From an optimization exercise on the open Yosys and OpenROAD flow, aimed at small area; shortcuts taken in it are not production practice.
In this exercise RTL edits were held to simulation tests only and were not proved equivalent to the original.
Power figures rest on the tool's default switching activity, not on a simulated workload. The flow treats the clock pin as an ideal source, which a real chip does not have.

==> flow/design.v <==
module avr_boot_engine (
    input  wire        clk,
    input  wire        rst,           
    output wire        link_load,     
    output reg  [7:0]  link_tx,
    output wire        link_poll,     
    input  wire        link_done,
    input  wire        link_wcol,
    input  wire [7:0]  link_rx,
    output wire        nvm_poll,      
    input  wire        nvm_busy,
    output wire        nvm_op,        
    output reg  [1:0]  nvm_cmd,       
    output reg  [16:0] nvm_addr,
    output reg  [7:0]  nvm_lo,
    output reg  [7:0]  nvm_hi,
    output wire        pm_re,
    output reg  [16:0] pm_addr,
    input  wire [7:0]  pm_data,
    output wire        aux_re,
    output wire        aux_we,
    output reg  [15:0] aux_addr,
    output reg  [7:0]  aux_wdata,
    input  wire [7:0]  aux_rdata,
    output wire        escape,
    output wire [2:0]  esc_cause,
    output wire        irq_inhibit
);
    localparam [7:0]   AUX_MARKER  = 8'h01;
    localparam [2:0] CAUSE_LEAVE = 3'd0, CAUSE_TIMEOUT = 3'd1, CAUSE_COLLISION = 3'd2,
                     CAUSE_DESYNC = 3'd3, CAUSE_OVERSIZE = 3'd4;
    localparam [3:0] S_LOAD  = 4'd0,    
                     S_POLL  = 4'd1,    
                     S_PWR   = 4'd2,    
                     S_FDONE = 4'd3,    
                     S_CHECK = 4'd4,    
                     S_AUXW  = 4'd5,    
                     S_NWAIT = 4'd6,    
                     S_NOP   = 4'd7,    
                     S_S2    = 4'd8,    
                     S_RDS   = 4'd9,    
                     S_RDC   = 4'd10,   
                     S_SWAP  = 4'd12,   
                     S_RDZ   = 4'd13,   
                     S_ESC   = 4'd11;   
    localparam [2:0] K_CMD = 3'd0, K_ACK = 3'd1, K_SIG = 3'd2, K_PAY = 3'd3, K_OUT = 3'd4;
    localparam [2:0] O_LEAVE = 3'd0, O_PING = 3'd1, O_SETADDR = 3'd2, O_OTHER = 3'd4,
                     O_SIG = 3'd5, O_WRITE = 3'd6, O_READ = 3'd7;
    localparam [2:0] P_ERASE = 3'd0, P_STAGE = 3'd1, P_COMMIT = 3'd2,
                     P_RWW = 3'd3, P_DONE = 3'd4;
    reg [3:0]  state;
    reg [2:0]  kind;
    reg [2:0]  op;
    reg [1:0]  bi;           
    reg [2:0]  pstep;
    reg [15:0] addr_r;       
    reg        hibank;
    reg        auxsel;
    reg [2:0]  errcnt;
    reg [9:0]  pollcnt;      
    reg [15:0] p;            
    reg [15:0] r;            
    reg        l8;           
    reg [7:0]  llo;          
    reg        big;          
    reg [6:0]    ph;
    reg [2047:0] ring;
    localparam [9:0] POLL0 = 10'h001, POLL1000 = 10'h3ac;
    wire [9:0] pollcnt_nx = {pollcnt[8:0], pollcnt[9] ^ pollcnt[6]};
    wire [15:0] a0    = {addr_r[14:0], 1'b0};
    wire [15:0] p_inc = p + 16'd1;
    wire [15:0] r_dec = r - 16'd1;
    wire        r_nz  = (r != 16'd0);
    wire [7:0] slot  = (kind == K_OUT) ? {4'd0, bi, 2'b00} : p[7:0];
    wire       match = (ph == slot[7:1]);
    wire [7:0] rd_b  = slot[0] ? ring[15:8] : ring[7:0];
    wire [7:0] mem_rd = auxsel ? aux_rdata : pm_data;
    wire rd_issue = r_nz && (state == S_RDS);
    assign link_load   = (state == S_LOAD) && ((kind != K_OUT) || match);
    assign link_poll   = (state == S_POLL);
    assign nvm_poll    = (state == S_NWAIT);
    assign nvm_op      = (state == S_NOP) && ((pstep != P_STAGE) || match);
    assign pm_re       = rd_issue && !auxsel;
    assign aux_re      = rd_issue && auxsel;
    assign aux_we      = (state == S_AUXW) && r_nz && match;
    assign irq_inhibit = (state == S_NWAIT) || (state == S_NOP);
    assign escape      = (state == S_ESC);
    assign esc_cause   = op;
    reg       ring_we;
    reg [7:0] ring_wd;
    always @(*) begin
        ring_we = match && ((state == S_PWR) || (state == S_RDC) || (state == S_RDZ));
        ring_wd = (state == S_PWR) ? p[15:8] : ((state == S_RDC) ? mem_rd : 8'h00);
    end
    wire [15:0] ring_in = {(ring_we &&  slot[0]) ? ring_wd : ring[15:8],
                           (ring_we && !slot[0]) ? ring_wd : ring[7:0]};
    always @(*) begin
        case (kind)
            K_OUT: link_tx = rd_b;
            K_ACK: case (bi)
                       2'd0: link_tx = 8'hA0;
                       2'd1: link_tx = 8'h00;
                       2'd2: link_tx = 8'hA2;
                       default: link_tx = 8'hA3;
                   endcase
            K_SIG: case (bi)
                       2'd0: link_tx = 8'h5A;
                       2'd1: link_tx = 8'h5B;
                       2'd2: link_tx = 8'h5C;
                       default: link_tx = 8'h00;
                   endcase
            default: link_tx = 8'h00;
        endcase
        nvm_cmd   = pstep[1:0];
        nvm_addr  = {hibank, p};
        nvm_lo    = ring[7:0];
        nvm_hi    = ring[15:8];
        pm_addr   = {hibank, p};
        aux_addr  = p;
        aux_wdata = rd_b;
    end
    reg [2:0] op_dec;
    always @(*) begin
        case (link_rx)
            8'h30:   op_dec = O_PING;
            8'h51:   op_dec = O_LEAVE;
            8'h55:   op_dec = O_SETADDR;
            8'h75:   op_dec = O_SIG;
            8'h64:   op_dec = O_WRITE;
            8'h74:   op_dec = O_READ;
            default: op_dec = O_OTHER;
        endcase
    end
    always @(posedge clk) begin
        ph      <= ph + 7'd1;
        pollcnt <= (state == S_LOAD) ? POLL0 : pollcnt_nx;
        ring <= {ring_in, ring[2047:16]};
    end
    always @(posedge clk) begin
        if (rst) begin
            state  <= S_LOAD;
            kind   <= K_CMD;
            bi     <= 2'd0;
            addr_r <= 16'h0000;
            errcnt <= 3'd0;
        end else begin
            case (state)
                S_LOAD: begin
                    if (link_load)
                        state <= S_POLL;
                end
                S_POLL: begin
                    if (link_wcol)
                        errcnt <= errcnt + 3'd1;
                    if (link_wcol && errcnt == 3'd7) begin
                        op <= CAUSE_COLLISION;
                        state     <= S_ESC;
                    end else if (link_done) begin
                        if (kind == K_CMD) begin
                            case (bi)
                                2'd0: op <= op_dec;
                                2'd1: begin
                                    if (op == O_SETADDR) addr_r[7:0] <= link_rx;
                                    r[15:8] <= link_rx;
                                    l8      <= link_rx[0];
                                    big     <= (link_rx[7:1] != 7'd0);
                                end
                                2'd2: begin
                                    if (op == O_SETADDR) addr_r[15:8] <= link_rx;
                                    r[7:0] <= link_rx;
                                    llo    <= link_rx;
                                    if (l8 && link_rx != 8'd0) big <= 1'b1;
                                end
                                default: auxsel <= (link_rx == AUX_MARKER);
                            endcase
                        end
                        if (kind == K_PAY) begin
                            p[15:8] <= link_rx;
                            state   <= S_PWR;
                        end else begin
                            bi    <= bi + 2'd1;
                            state <= (bi == 2'd3) ? S_FDONE : S_LOAD;
                        end
                    end else if (pollcnt == POLL1000) begin
                        op <= CAUSE_TIMEOUT;
                        state     <= S_ESC;
                    end
                end
                S_PWR: begin
                    if (match) begin
                        if (r_nz) begin
                            r <= r_dec;
                            p <= p_inc;
                        end else if (p[15:8] != 8'd0) begin
                            op <= CAUSE_DESYNC;
                        end
                        bi    <= bi + 2'd1;
                        state <= (bi == 2'd3) ? S_FDONE : S_LOAD;
                    end
                end
                S_FDONE: begin
                    state <= S_LOAD;
                    case (kind)
                        K_CMD: begin
                            case (op)
                                O_PING, O_LEAVE, O_SETADDR: kind <= K_ACK;
                                O_SIG:  kind <= K_SIG;
                                O_WRITE: begin
                                    p      <= a0;
                                    hibank <= addr_r[15];
                                    kind   <= K_PAY;
                                    if (!r_nz) state <= S_CHECK;
                                end
                                O_READ: begin
                                    p      <= a0;
                                    hibank <= addr_r[15];
                                    state  <= S_RDS;
                                end
                                default: kind <= K_CMD;
                            endcase
                        end
                        K_ACK: begin
                            kind <= K_CMD;
                            if (op == O_LEAVE)       
                                state <= S_ESC;
                        end
                        K_PAY: begin
                            if (!r_nz) state <= S_CHECK;
                        end
                        K_OUT: state <= S_RDS;
                        default: kind <= K_CMD;
                    endcase
                end
                S_CHECK: begin
                    r     <= {7'd0, l8, llo};
                    p     <= a0;
                    pstep <= P_ERASE;
                    if (op == CAUSE_DESYNC) begin
                        state     <= S_ESC;
                    end else if (big) begin
                        op <= CAUSE_OVERSIZE;
                        state     <= S_ESC;
                    end else if (auxsel) begin
                        state <= S_AUXW;
                    end else begin
                        state <= S_NWAIT;
                    end
                end
                S_AUXW: begin
                    if (!r_nz) begin
                        addr_r <= p;
                        kind   <= K_ACK;
                        state  <= S_LOAD;
                    end else if (match) begin
                        r <= r_dec;
                        p <= p_inc;
                    end
                end
                S_NWAIT: begin
                    if (!nvm_busy) begin
                        if (pstep == P_DONE) begin
                            kind  <= K_ACK;
                            state <= S_LOAD;
                        end else begin
                            state <= S_NOP;
                        end
                    end
                end
                S_NOP: begin
                    case (pstep)
                        P_ERASE: begin
                            state <= S_NWAIT;
                            if (r_nz) begin
                                pstep <= P_STAGE;
                            end else begin
                                addr_r <= p;
                                pstep  <= P_COMMIT;
                            end
                        end
                        P_STAGE: begin
                            if (match) begin
                                r     <= r_dec;
                                p     <= p_inc;
                                state <= S_S2;
                            end
                        end
                        P_COMMIT: begin
                            state <= S_NWAIT;
                            pstep <= P_RWW;
                        end
                        default: begin
                            state <= S_NWAIT;
                            pstep <= P_DONE;
                        end
                    endcase
                end
                S_S2: begin
                    p <= p_inc;
                    if (r_nz && r != 16'd1) begin
                        r     <= r_dec;
                        state <= S_NWAIT;
                    end else begin
                        state <= S_SWAP;
                    end
                end
                S_SWAP: begin
                    addr_r <= p;
                    p      <= a0;
                    pstep  <= P_COMMIT;
                    state  <= S_NWAIT;
                end
                S_RDS: begin
                    kind <= K_OUT;
                    if (r_nz) begin
                        r     <= r_dec;
                        p     <= p_inc;
                        state <= S_RDC;
                    end else if (bi == 2'd0) begin
                        kind  <= K_CMD;
                        state <= S_LOAD;
                    end else begin
                        state <= S_RDZ;
                    end
                end
                S_RDC, S_RDZ: begin
                    if (match) begin
                        bi    <= bi + 2'd1;
                        state <= (bi == 2'd3) ? S_LOAD : S_RDS;
                    end
                end
                default: state <= S_ESC;
            endcase
        end
    end
endmodule
==> flow/flow/run.sh <==
#!/bin/bash
export BUFFER_PORTS_ARGS="-buffer_cell sky130_fd_sc_hd__buf_1"
export CTS_ARGS="-sink_clustering_enable -repair_clock_nets -dont_use_dummy_load -sink_clustering_size 33 -sink_clustering_max_diameter 80 -buf_list sky130_fd_sc_hd__clkbuf_16"
bash standard.sh > standard.log 2>&1
ANT=orfs/reports/sky130hd/avr_boot_engine/base/drt_antennas.log
for seed in 11 23 37; do
  if [[ -f $ANT ]] && ! grep -q VIOLATED $ANT; then
    break
  fi
  cp $ANT antennas_before_seed_$seed.log 2>/dev/null
  bash standard.sh clean_route > standard_clean_$seed.log 2>&1
  OR_SEED=$seed MAX_REPAIR_ANTENNAS_ITER_DRT=10 bash standard.sh > standard_seed_$seed.log 2>&1
done
==> flow/standard.sh <==
#!/bin/bash
# synth_recipe.tcl (not shown) runs the flow's synth.tcl, then flattens the netlist and writes it again
# the make line also repeats each setting of config.mk as NAME=value (left out here)
make -C /OpenROAD-flow-scripts/flow DESIGN_CONFIG=/design/flow/config.mk WORK_HOME=/design/flow/orfs CLKGATE_MAP_FILE= SYNTH_SCRIPT=/design/flow/synth_recipe.tcl "${@:-finish}"
==> flow/config.mk <==
export PLATFORM = sky130hd
export DESIGN_NAME = avr_boot_engine
export DESIGN_NICKNAME = avr_boot_engine
export VERILOG_FILES = /design/flow/design.v
export SDC_FILE = /design/flow/constraint.sdc
export NUM_CORES = 4
export LEC_CHECK = 0
export CAP_MARGIN = 20
export CORE_MARGIN = 2
export CORE_UTILIZATION = 30
export MIN_ROUTING_LAYER = met2
export SLEW_MARGIN = 20
==> flow/constraint.sdc <==
create_clock -name core_clock -period 10.0 [get_ports {clk}]
set_input_delay 2.0000 -clock core_clock [delete_from_list [all_inputs] [get_ports {clk}]]
set_output_delay 2.0000 -clock core_clock [all_outputs]
set_load 0.01 [all_outputs]
==> results of run 1 <==
==> state kept, by name, summed over array words and instances (netlist names), 4 cells and up <==
signal	flops
pollcnt	10
r	16
state	4
ph	7
p	16
ring	2048
llo	8
addr_r	16
==> through the flow <==
stage / util (%) / cells / setup WS [ps] / cell area [sq um] / power, uW
3_3_place_gp: 31.8 / 4918 / 5250 / 50300 / 9920
4_1_cts: 33.1 / 4998 / 4430 / 52300 / 13600
3_5_place_dp: 31.8 / 4918 / 5230 / 50300 / 9910
6_report: 33.1 / 5009 / 4700 / 52300 / 13400
5_1_grt: 33.1 / 4998 / 4420 / 52300 / 14100
2_1_floorplan: - / 2796 / 5920 / 47600 / 9540
==> worst reg2reg max path: stages (launching register included) <==
cell	delay, ps
dfxtp_1	720
or3b_1	530
mux2i_1	300
xnor2_1	140
nor4_4	260
buf_4	270
o211ai_1	210
nor4_4	730
==> power breakdown <==
part	internal (uW)	switching, uW	leakage [uW]
clock network	1450	2240	0.000986
logic	279	587	0.00166
registers	8690	178	0.0173
==> synthesized netlist by cell type (all sizes together) (10+ instances only) <==
master and instances:
dfxtp 2093, nand2 76, nor2 64, buf 58, edfxtp 50, o21ai 45, mux2 36, clkbuf 35
a21oi 34, mux2i 29, xnor2 27, inv 22, nand3 19, nor2b 19, nor4 16, nor3 13
ha 12, xor2 11, a211oi 10, a22oi 10, nand2b 10
==> how the worst max path moves through the flow <==
stage               startpoint      endpoint  cells past startpoint
floorplan              kind[0]        nvm_op                      8
global placement       kind[2]        nvm_op                      7
detailed placement     kind[2]        nvm_op                      7
CTS                    kind[2]        nvm_op                      7
global route           kind[0]        nvm_op                      8
finish                 kind[1]  aux_wdata[0]                      4
==> cell families after synthesis <==
group | Yosys count
AO/OA/AOI/OAI | 153
XOR/XNOR | 38
adder cells (fa/ha/maj) | 12
buffers and inverters | 116
flip-flops | 2143
multiplexers | 65
AND/OR/NAND/NOR | 269
==> area by class of cell <==
| type | instances | area, sq um | share of cell area, % |
|---|---|---|---|
| antenna | 11 | 27.5 | 0.0526 |
| clock buffer | 80 | 2000 | 3.83 |
| inverter | 23 | 86.3 | 0.165 |
| multi-input combinational | 537 | 3590 | 6.87 |
| sequential | 2143 | 43400 | 83.0 |
| tap | 2072 | 2590 | 4.96 |
| timing repair buffer | 143 | 608 | 1.16 |
==> placed cells by master, fill, tap and decap left out, types with 22 or more instances in the layout <==
cell type	instances
inv_1	22
nand2_1	76
xnor2_1	27
a21oi_1	34
edfxtp_1	50
mux2i_1	29
clkbuf_16	80
dfxtp_1	2093
buf_1	124
mux2_2	35
nor2_1	64
o21ai_0	42
==> layer usage <==
metal | vias up | part of all wire, % | global-route usage [%]
li1 | 9066 | - | -
met4 | 22 | 3.4 | 2.99
met5 | - | 0.92 | 5.83
met2 | 5710 | 49 | 13.4
met1 | 9066 | 0 | -
met3 | 220 | 47 | 20.3
==> impl_metrics.py, run 1 <==
metrics = {
    "global_route": {
        "antenna_found_initial": 0,
        "grt_pass1_wl_microns": 109000,
        "overflow": 0,
        "grt_max_degree": 35,
        "grt_pass1_vias": 27700,
        "globalRouteTotalUtil_pct": 13.3,
    },
    "logic_synthesis": {
        "synth_xor_area_share_pct": 0.699,
        "synth_seq_area_share_pct": 91.2,
        "netlist_instances": 2796,
        "synth_cell_types": 70,
        "synth_warnings": 1,
        "synth.area.top_cells": "dfxtp_1 88%, edfxtp_1 3.2%, mux2_2 0.83%",
        "synth_top_family_by_area": "simple AND/OR/NAND/NOR gates",
        "yosysTopAreaCell": "dfxtp_1",
        "synth-compound-area-share_pct": 2.06,
        "syn-num-nets": 2837,
        "synthMuxAreaShare_pct": 1.46,
        "ys.flop_type": "dfxtp_1",
        "synth_fa_ha_area_share_pct": 0.315,
        "synth_edf_count": 50,
        "synthSimpleGateAreaFrac_pct": 2.94,
        "synth_area_sq_mm": 0.0476,
        "async_reset_ff_share_pct": 0,
        "ys_ff_latch": 2143,
        "avgSynthCellArea_sq_um": 17.0,
        "synth.top_cell.area_share_pct": 88.0,
    },
    "worst_setup_path": {
        "crit_arrival_ps": 3300,
        "setup.worst_path.end_class": "output port",
        "rr_startpoint": "kind[1]",
        "critPathRequiredTime_ps": 8000,
        "reg2reg_depth": 7,
        "max_stage_delay_ps": 720,
        "critPathLaunchType": "register",
        "r2r_end": "p[15]",
        "path_buf_inv": 1,
        "path_delay_family": "simple AND/OR/NAND/NOR gates",
        "path_max_fanout": 18,
        "slowest_stage": "dfxtp_1",
        "path_cells": "or3b_1 > nand2_1 > mux2_2 > buf_1",
        "critPathKind": "reg -> out",
        "rrSetupSlack_ps": 6410,
    },
    "detailed_routing": {
        "ant_nets": 0,
        "totalWireLength_microns": 71600,
        "first_pass_iters": 8,
        "drc": 0,
        "vias_per_cell": 4.81,
        "via_count": 24100,
        "first_iter_violations": 1704,
        "wire_per_inst_microns": 14.3,
    },
    "clock_network": {
        "holdBufCountCts": 0,
        "cts_setup_buffers": 0,
        "clk_pin_slew_ps": 100,
        "htree_levels": 3,
        "ctsResizeCount": 0,
        "numCtsBuffers": 80,
        "root_buffer": "clkbuf_16",
        "tritoncts": "built",
        "cts_sinks": 2143,
        "clockBufferDepth": 3,
        "worstSkewPairLatency_ps": 700,
    },
    "die": {
        "ios": 125,
        "start_util_pct": 30.1,
        "dieArea_sq_mm": 0.162,
        "rows": 146,
        "core_area_sq_mm": 0.158,
        "die_h_microns": 402,
        "die_x_microns": 402,
    },
    "worst_hold_path": {
        "min_path_cells": 0,
        "min_to": "ring[20]",
        "worstHoldStart": "ring[36]",
        "hp-class": "reg -> reg",
    },
    "place": {
        "place.port_buffers": 124,
        "place_congestion": 0.834,
        "dp.final_hpwl_microns": 45800,
    },
    "sta": {
        "worst_pin_slew_ps": 1020,
        "rsz0062_at_grt": "false",
        "holdWs_ps": 281,
        "final_max_slew_viol_count": 0,
        "setup_tns_ps": 0,
        "setup_violations": 0,
        "min_period_over_period_pct": 53.0,
        "slew_headroom_pct": 31.2,
        "fin_crit_ps": 5300,
        "fmax_mhz": 189,
        "fin_skew_ps": 86.8,
        "hold_viol_final": 0,
    },
    "final_layout": {
        "fin_nets": 2969,
        "fill_cells": 15100,
        "syn_to_final_growth_pct": 9.90,
        "layout-drive-gt1-share_pct": 5.02,
    },
    "power": {
        "powerDensity_mw_per_mm2": 257,
        "vdd_drop_max_uv": 130,
        "p_leak_uw": 0.0200,
    },
    "status": {
        "status": "finished clean",
    },
    "run": {
        "maxCapViolCount": 0,
    },
}
==> run 2, diff against run 1 <==
--- a/flow/flow/run.sh
+++ b/flow/flow/run.sh
@@ -1,6 +1,6 @@
 #!/bin/bash
 export BUFFER_PORTS_ARGS="-buffer_cell sky130_fd_sc_hd__buf_1"
-export CTS_ARGS="-sink_clustering_enable -repair_clock_nets -dont_use_dummy_load -sink_clustering_size 33 -sink_clustering_max_diameter 80 -buf_list sky130_fd_sc_hd__clkbuf_16"
+export CTS_ARGS="-sink_clustering_enable -repair_clock_nets -dont_use_dummy_load -sink_clustering_size 33 -sink_clustering_max_diameter 100 -buf_list sky130_fd_sc_hd__clkbuf_16"
 bash standard.sh > standard.log 2>&1
 ANT=orfs/reports/sky130hd/avr_boot_engine/base/drt_antennas.log
 for seed in 11 23 37; do
==> run 2 against run 1 <==
Still clean. Non-clock buffer count is the same. Core utilization about the same. Sequential share of layout area grew 0.091 points. Via count about the same. Area after synthesis stayed put. Cell count is essentially flat. Critical endpoint unchanged. Largest power group unchanged. Highest routed layer unchanged.
==> impl_metrics.py, run 2 <==
metrics = {
    "worst_hold_path": {
        "min_path_cells": 0,
        "hp-class": "reg -> reg",
        "worstHoldStart": "ring[144]",
        "min_to": "ring[128]",
    },
    "die": {
        "dieArea_sq_mm": 0.162,
        "core_area_sq_mm": 0.158,
        "die_h_microns": 402,
        "start_util_pct": 30.1,
        "rows": 146,
        "die_x_microns": 402,
        "ios": 125,
    },
    "power": {
        "p_leak_uw": 0.0199,
        "vdd_drop_max_uv": 131,
        "netSwitchingPower_uw": 3010,
        "pwr-share-seq_pct": 66.3,
        "powerDensity_mw_per_mm2": 256,
        "combPwrFrac_pct": 6.5,
        "p_int_uw": 10400,
        "swShare_pct": 22.5,
        "pwr-share-clk_pct": 27.2,
    },
    "clock_network": {
        "htree_levels": 3,
        "root_buffer": "clkbuf_16",
        "cts_sinks": 2143,
        "clockBufferDepth": 3,
        "cts_setup_buffers": 0,
        "worstSkewPairLatency_ps": 690,
        "holdBufCountCts": 0,
        "clk_pin_slew_ps": 110,
        "numCtsBuffers": 77,
        "ctsResizeCount": 0,
        "tritoncts": "built",
    },
    "worst_setup_path": {
        "rr_startpoint": "kind[0]",
        "critPathLaunchType": "register",
        "crit_arrival_ps": 3330,
        "path_cells": "or3b_1 > nand2_1 > mux2_2 > buf_1",
        "path_max_fanout": 19,
        "slowest_stage": "dfxtp_1",
        "critPathKind": "reg -> out",
        "rrSetupSlack_ps": 6390,
        "max_stage_delay_ps": 720,
        "setup.worst_path.end_class": "output port",
        "r2r_end": "p[15]",
        "critPathRequiredTime_ps": 8000,
        "reg2reg_depth": 7,
    },
    "logic_synthesis": {
        "avgSynthCellArea_sq_um": 17.0,
        "synth_area_sq_mm": 0.0476,
        "synth.top_cell.area_share_pct": 88.0,
        "netlist_instances": 2796,
        "synth_cell_types": 70,
        "synth.most_common_cell": "dfxtp_1",
        "ys.flop_type": "dfxtp_1",
        "synth_warnings": 1,
        "synth_common_cells": "2093 x dfxtp_1, 76 x nand2_1, 64 x nor2_1",
        "async_reset_ff_share_pct": 0,
        "ys_ff_latch": 2143,
        "synth_edf_count": 50,
        "synth_seq_area_share_pct": 91.2,
        "syn-num-nets": 2837,
        "yosysTopAreaCell": "dfxtp_1",
        "synth.area.top_cells": "dfxtp_1 88%, edfxtp_1 3.2%, mux2_2 0.83%",
    },
    "sta": {
        "holdWs_ps": 284,
        "final_max_slew_viol_count": 0,
        "worst_pin_slew_ps": 983,
        "fin_crit_ps": 5330,
        "rsz0062_at_grt": "false",
        "fin_skew_ps": 74.6,
        "fmax_mhz": 188,
        "setup_violations": 0,
        "slew_headroom_pct": 34.4,
        "min_period_over_period_pct": 53.3,
        "setup_tns_ps": 0,
        "hold_viol_final": 0,
    },
    "place": {
        "dp.final_hpwl_microns": 45800,
        "place_congestion": 0.834,
        "place.port_buffers": 124,
    },
    "final_layout": {
        "syn_to_final_growth_pct": 9.78,
        "largest-register": "ring",
        "largest_register_ffs": 2048,
        "mostFrequentLayoutCells": "2093 x dfxtp_1, 124 x buf_1, 77 x clkbuf_16",
        "final_common_cell": "dfxtp_1",
        "fin_nets": 2966,
        "layout-drive-gt1-share_pct": 4.93,
    },
    "detailed_routing": {
        "vias_per_cell": 4.80,
        "first_iter_violations": 1697,
        "via_count": 24100,
        "wire_per_inst_microns": 14.3,
        "drc": 0,
        "ant_nets": 0,
        "first_pass_iters": 8,
        "totalWireLength_microns": 71700,
    },
    "global_route": {
        "grt_max_degree": 35,
        "globalRouteTotalUtil_pct": 13.3,
        "antenna_found_initial": 0,
        "grt_pass1_vias": 27700,
        "grt_pass1_wl_microns": 109000,
        "overflow": 0,
    },
    "run": {
        "maxCapViolCount": 0,
    },
    "status": {
        "status": "finished clean",
    },
}
-- run 2: cell counts after synthesis --
No cell type changed its count.
-- run 2: logic make-up (layout without fill, tap and decap cells) --
group                      after synthesis  after routing  synth area share, %
AOI/OAI and AO/OA                      153            153                 2.06
xor gates and xnor gates                38             38                0.699
adders and majority gates               12             12                0.315
buffers and inverters                  116            243                 1.35
DFF                                   2143           2143                 91.2
muxes                                   65             65                 1.46
other                                    0             18                    0
and+or+nand+nor                        269            269                 2.94
-- run 2: power by group through the flow --
stage          logic (uW)  clock network, uW  registers (uW)
3_3_place_gp          863                  0            9050
2_1_floorplan         563                  0            8980
5_1_grt               955               4160            8890
3_5_place_dp          849                  0            9060
4_1_cts               852               3850            8860
6_report              869               3630            8870
-- run 2: final cells by class --
cell class	count	area, sq um
well taps	2072	2590
repair buffers	143	608
inverters	23	86.3
multi-input cells	537	3590
fillers	15100	106000
diodes	18	45.0
clock buffers	77	1930
flip-flops and latches	2143	43400
-- run 2: stage by stage --
| step | util, % | power [uW] | worst slack, ps | cell area, sq um | std cells |
|---|---|---|---|---|---|
| 5_1_grt | 33.0 | 14000 | 4420 | 52200 | 4995 |
| 2_1_floorplan | - | 9540 | 5920 | 47600 | 2796 |
| 3_3_place_gp | 31.8 | 9920 | 5250 | 50300 | 4918 |
| 6_report | 33.1 | 13400 | 4670 | 52300 | 5013 |
| 3_5_place_dp | 31.8 | 9910 | 5230 | 50300 | 4918 |
| 4_1_cts | 33.0 | 13600 | 4430 | 52200 | 4995 |
-- run 2: layer usage --
layer  routed length (microns)  up-vias  global-route usage (%)  part of all wire (%)
li1                          -     9074                       -                     -
met4                      2830       23                    3.11                   3.9
met2                     34800     5616                    13.3                    49
met1                         0     9074                       -                     0
met3                     32700      279                    20.1                    46
met5                      1390        -                    7.31                   1.9
-- run 2: how the worst max path moves through the flow --
| stage | start | end | slack (ps) |
|---|---|---|---|
| floorplan | kind[0] | nvm_op | 5920 |
| global placement | kind[2] | nvm_op | 5250 |
| detailed placement | kind[2] | nvm_op | 5230 |
| CTS | kind[2] | nvm_op | 4430 |
| global route | kind[0] | nvm_op | 4420 |
| finish | kind[0] | aux_wdata[0] | 4670 |
-- run 2: worst max-delay path, delay by kind of cell (launching register included) --
family	cells	cell delay, ps
buffers and inverters	1	160
multiplexers	1	570
flip-flops	1	720
AND/OR/NAND/NOR	2	1180
==> run 3, diff against run 2 <==
--- a/flow/flow/run.sh
+++ b/flow/flow/run.sh
@@ -1,6 +1,6 @@
 #!/bin/bash
 export BUFFER_PORTS_ARGS="-buffer_cell sky130_fd_sc_hd__buf_1"
-export CTS_ARGS="-sink_clustering_enable -repair_clock_nets -dont_use_dummy_load -sink_clustering_size 33 -sink_clustering_max_diameter 100 -buf_list sky130_fd_sc_hd__clkbuf_16"
+export CTS_ARGS="-sink_clustering_enable -repair_clock_nets -dont_use_dummy_load -sink_clustering_size 36 -sink_clustering_max_diameter 100 -buf_list sky130_fd_sc_hd__clkbuf_16"
 bash standard.sh > standard.log 2>&1
 ANT=orfs/reports/sky130hd/avr_boot_engine/base/drt_antennas.log
 for seed in 11 23 37; do
==> run 3 against run 2 <==
Clock-buffer cell count is 4 lower. First-iteration DRC count is 1.3% higher. Sequential power hardly changed. Cell count hardly changed. Fmax is 0.63% higher. Critical endpoint unchanged.
==> impl_metrics.py, run 3 <==
metrics = {
    "logic_synthesis": {
        "async_reset_ff_share_pct": 0,
        "ys_ff_latch": 2143,
        "synth_common_cells": "2093 x dfxtp_1, 76 x nand2_1, 64 x nor2_1",
        "syn-num-nets": 2837,
        "netlist_instances": 2796,
        "synth_seq_area_share_pct": 91.2,
        "synth_warnings": 1,
        "synth_fa_ha_area_share_pct": 0.315,
        "synth_cell_types": 70,
        "synth.area.top_cells": "dfxtp_1 88%, edfxtp_1 3.2%, mux2_2 0.83%",
        "synth_xor_area_share_pct": 0.699,
        "avgSynthCellArea_sq_um": 17.0,
        "synth_area_sq_mm": 0.0476,
        "ys.flop_type": "dfxtp_1",
        "synth_edf_count": 50,
        "synth.top_cell.area_share_pct": 88.0,
        "synth-compound-area-share_pct": 2.06,
        "synth_top_family_by_area": "simple AND/OR/NAND/NOR gates",
        "synthMuxAreaShare_pct": 1.46,
        "yosysTopAreaCell": "dfxtp_1",
        "synthSimpleGateAreaFrac_pct": 2.94,
        "synth.most_common_cell": "dfxtp_1",
    },
    "sta": {
        "fmax_mhz": 189,
        "fin_crit_ps": 5300,
        "slew_headroom_pct": 36.0,
        "setup_violations": 0,
        "min_period_over_period_pct": 53.0,
        "hold_viol_final": 0,
        "final_max_slew_viol_count": 0,
        "worst_pin_slew_ps": 953,
        "setup_tns_ps": 0,
        "fin_skew_ps": 108,
        "rsz0062_at_grt": "false",
    },
    "clock_network": {
        "holdBufCountCts": 0,
        "htree_levels": 3,
        "clockBufferDepth": 3,
        "root_buffer": "clkbuf_16",
        "cts_setup_buffers": 0,
        "tritoncts": "built",
        "worstSkewPairLatency_ps": 700,
        "clk_pin_slew_ps": 110,
        "numCtsBuffers": 73,
        "cts_sinks": 2143,
        "ctsResizeCount": 0,
    },
    "global_route": {
        "busiest_layer": "met3",
        "overflow": 0,
        "grt_max_degree": 37,
        "grt_pass1_wl_microns": 109000,
        "antenna_found_initial": 0,
        "use_met3_pct": 20.6,
        "grt_pass1_vias": 27500,
        "use_met1_pct": 0,
        "gr-usage-met2_pct": 13.2,
        "globalRouteTotalUtil_pct": 13.2,
    },
    "worst_hold_path": {
        "hp-class": "reg -> reg",
        "worstHoldStart": "ring[1272]",
    },
    "detailed_routing": {
        "drc": 0,
        "first_pass_iters": 6,
        "wire_per_inst_microns": 14.3,
        "vias_per_cell": 4.80,
        "totalWireLength_microns": 71400,
        "via_count": 24100,
        "first_iter_violations": 1719,
        "ant_nets": 0,
    },
    "worst_setup_path": {
        "rr_startpoint": "kind[0]",
        "critPathRequiredTime_ps": 8000,
        "crit_arrival_ps": 3300,
        "cp-startpoint": "kind[0]",
        "setup.worst_path.end_class": "output port",
        "path_max_fanout": 19,
        "critPathLaunchType": "register",
        "critPathKind": "reg -> out",
    },
    "final_layout": {
        "postLayoutCoreUtil_pct": 33.0,
        "largest_register_ffs": 2048,
        "layout-drive-gt1-share_pct": 4.80,
        "syn_to_final_growth_pct": 9.57,
        "mostFrequentLayoutCells": "2093 x dfxtp_1, 124 x buf_1, 76 x nand2_1",
        "final_common_cell": "dfxtp_1",
        "fin_nets": 2962,
        "largest-register": "ring",
    },
    "die": {
        "rows": 146,
        "core_area_sq_mm": 0.158,
        "die_h_microns": 402,
        "die_x_microns": 402,
        "start_util_pct": 30.1,
        "ios": 125,
        "dieArea_sq_mm": 0.162,
    },
    "place": {
        "place_congestion": 0.834,
        "dp.final_hpwl_microns": 45800,
        "place.port_buffers": 124,
    },
    "status": {
        "status": "finished clean",
    },
    "run": {
        "maxCapViolCount": 0,
    },
    "power": {
        "p_leak_uw": 0.0199,
        "powerDensity_mw_per_mm2": 255,
        "vdd_drop_max_uv": 130,
    },
}
-- run 3: cell type report --
type	instances	area, sq um
flip-flops and latches	2143	43400
multi-input cells	537	3590
fillers	15100	106000
repair buffers	143	608
diodes	18	45.0
well taps	2072	2590
inverters	23	86.3
clock buffers	73	1830
-- run 3: worst max-delay path, stage by stage, from the launching register on --
cell     delay, ps
dfxtp_1        730
or3b_1         540
nand2_1        620
mux2_2         560
buf_1          160
-- run 3: path summary, 6_finish.rpt --
path | cells after the start | slack [ps] | to
max | 4 | 4700 | aux_wdata[0]
min | 0 | 210 | ring[1256]
max reg2reg | 7 | 6420 | p[15]
min reg2reg | 0 | 210 | ring[1256]
-- run 3: report_power, final --
| part | internal [uW] | total (uW) | switching, uW |
|---|---|---|---|
| clock network | 1330 | 3550 | 2220 |
| registers | 8690 | 8870 | 178 |
| logic | 279 | 869 | 589 |
-- run 3: kinds of logic (layout without fill, tap and decap cells) --
family                   after synthesis  count (layout)
flip-flops                          2143            2143
AND/OR/NAND/NOR                      269             269
AO/OA/AOI/OAI                        153             153
buffers and inverters                116             239
multiplexers                          65              65
XOR/XNOR                              38              38
adder cells (fa/ha/maj)               12              12
other                                  0              18
-- run 3: through the flow --
stage          setup slack [ps]  instance area [sq um]  total power (uW)  cells  hold slack (ps)
2_1_floorplan              5920                  47600              9540   2796              310
3_3_place_gp               5250                  50300              9920   4918              310
3_5_place_dp               5230                  50300              9910   4918              312
4_1_cts                    4430                  52100             13500   4991              213
5_1_grt                    4420                  52100             13900   4991              211
6_report                   4700                  52200             13300   5009              208
-- run 3: layer usage --
metal  vias up  wire [microns]
met3       265           33200
met4        22            2790
met5         -             714
li1       9062               -
met1      9062               0
met2      5654           34700

[static timing again, ports no longer ideal]
How much do the figures lean on ideal ports? The routed layouts below were timed once more, with nothing changed but the port constraints.
Step 1 (the two cells are an assumption about what drives the block):
set clk [get_ports {clk}]
set_driving_cell -lib_cell sky130_fd_sc_hd__clkbuf_16 $clk
set_driving_cell -lib_cell sky130_fd_sc_hd__buf_2 [delete_from_list [all_inputs] $clk]
Step 2 moves the port delays by t, midway between the first and last clock arrival at a register: inputs arrive t later, outputs are due t later. That takes back most of the time a late clock gives input paths.
a / b / c = ideal ports / drivers / drivers and shift; a / b = the first two.
run	t (ns)	slack for setup (ns)	worst setup path after step 2	worst register clock-pin slew, ns	pins driven straight from the clock port
run 1	0.727	4.699 / 4.629 / 5.356	register to output	0.11 / 0.11	1
run 2	0.725	4.670 / 4.601 / 5.325	register to output	0.11 / 0.11	1
run 3	0.705	4.704 / 4.638 / 5.343	register to output	0.12 / 0.12	1
After both steps every run listed still meets setup and hold.
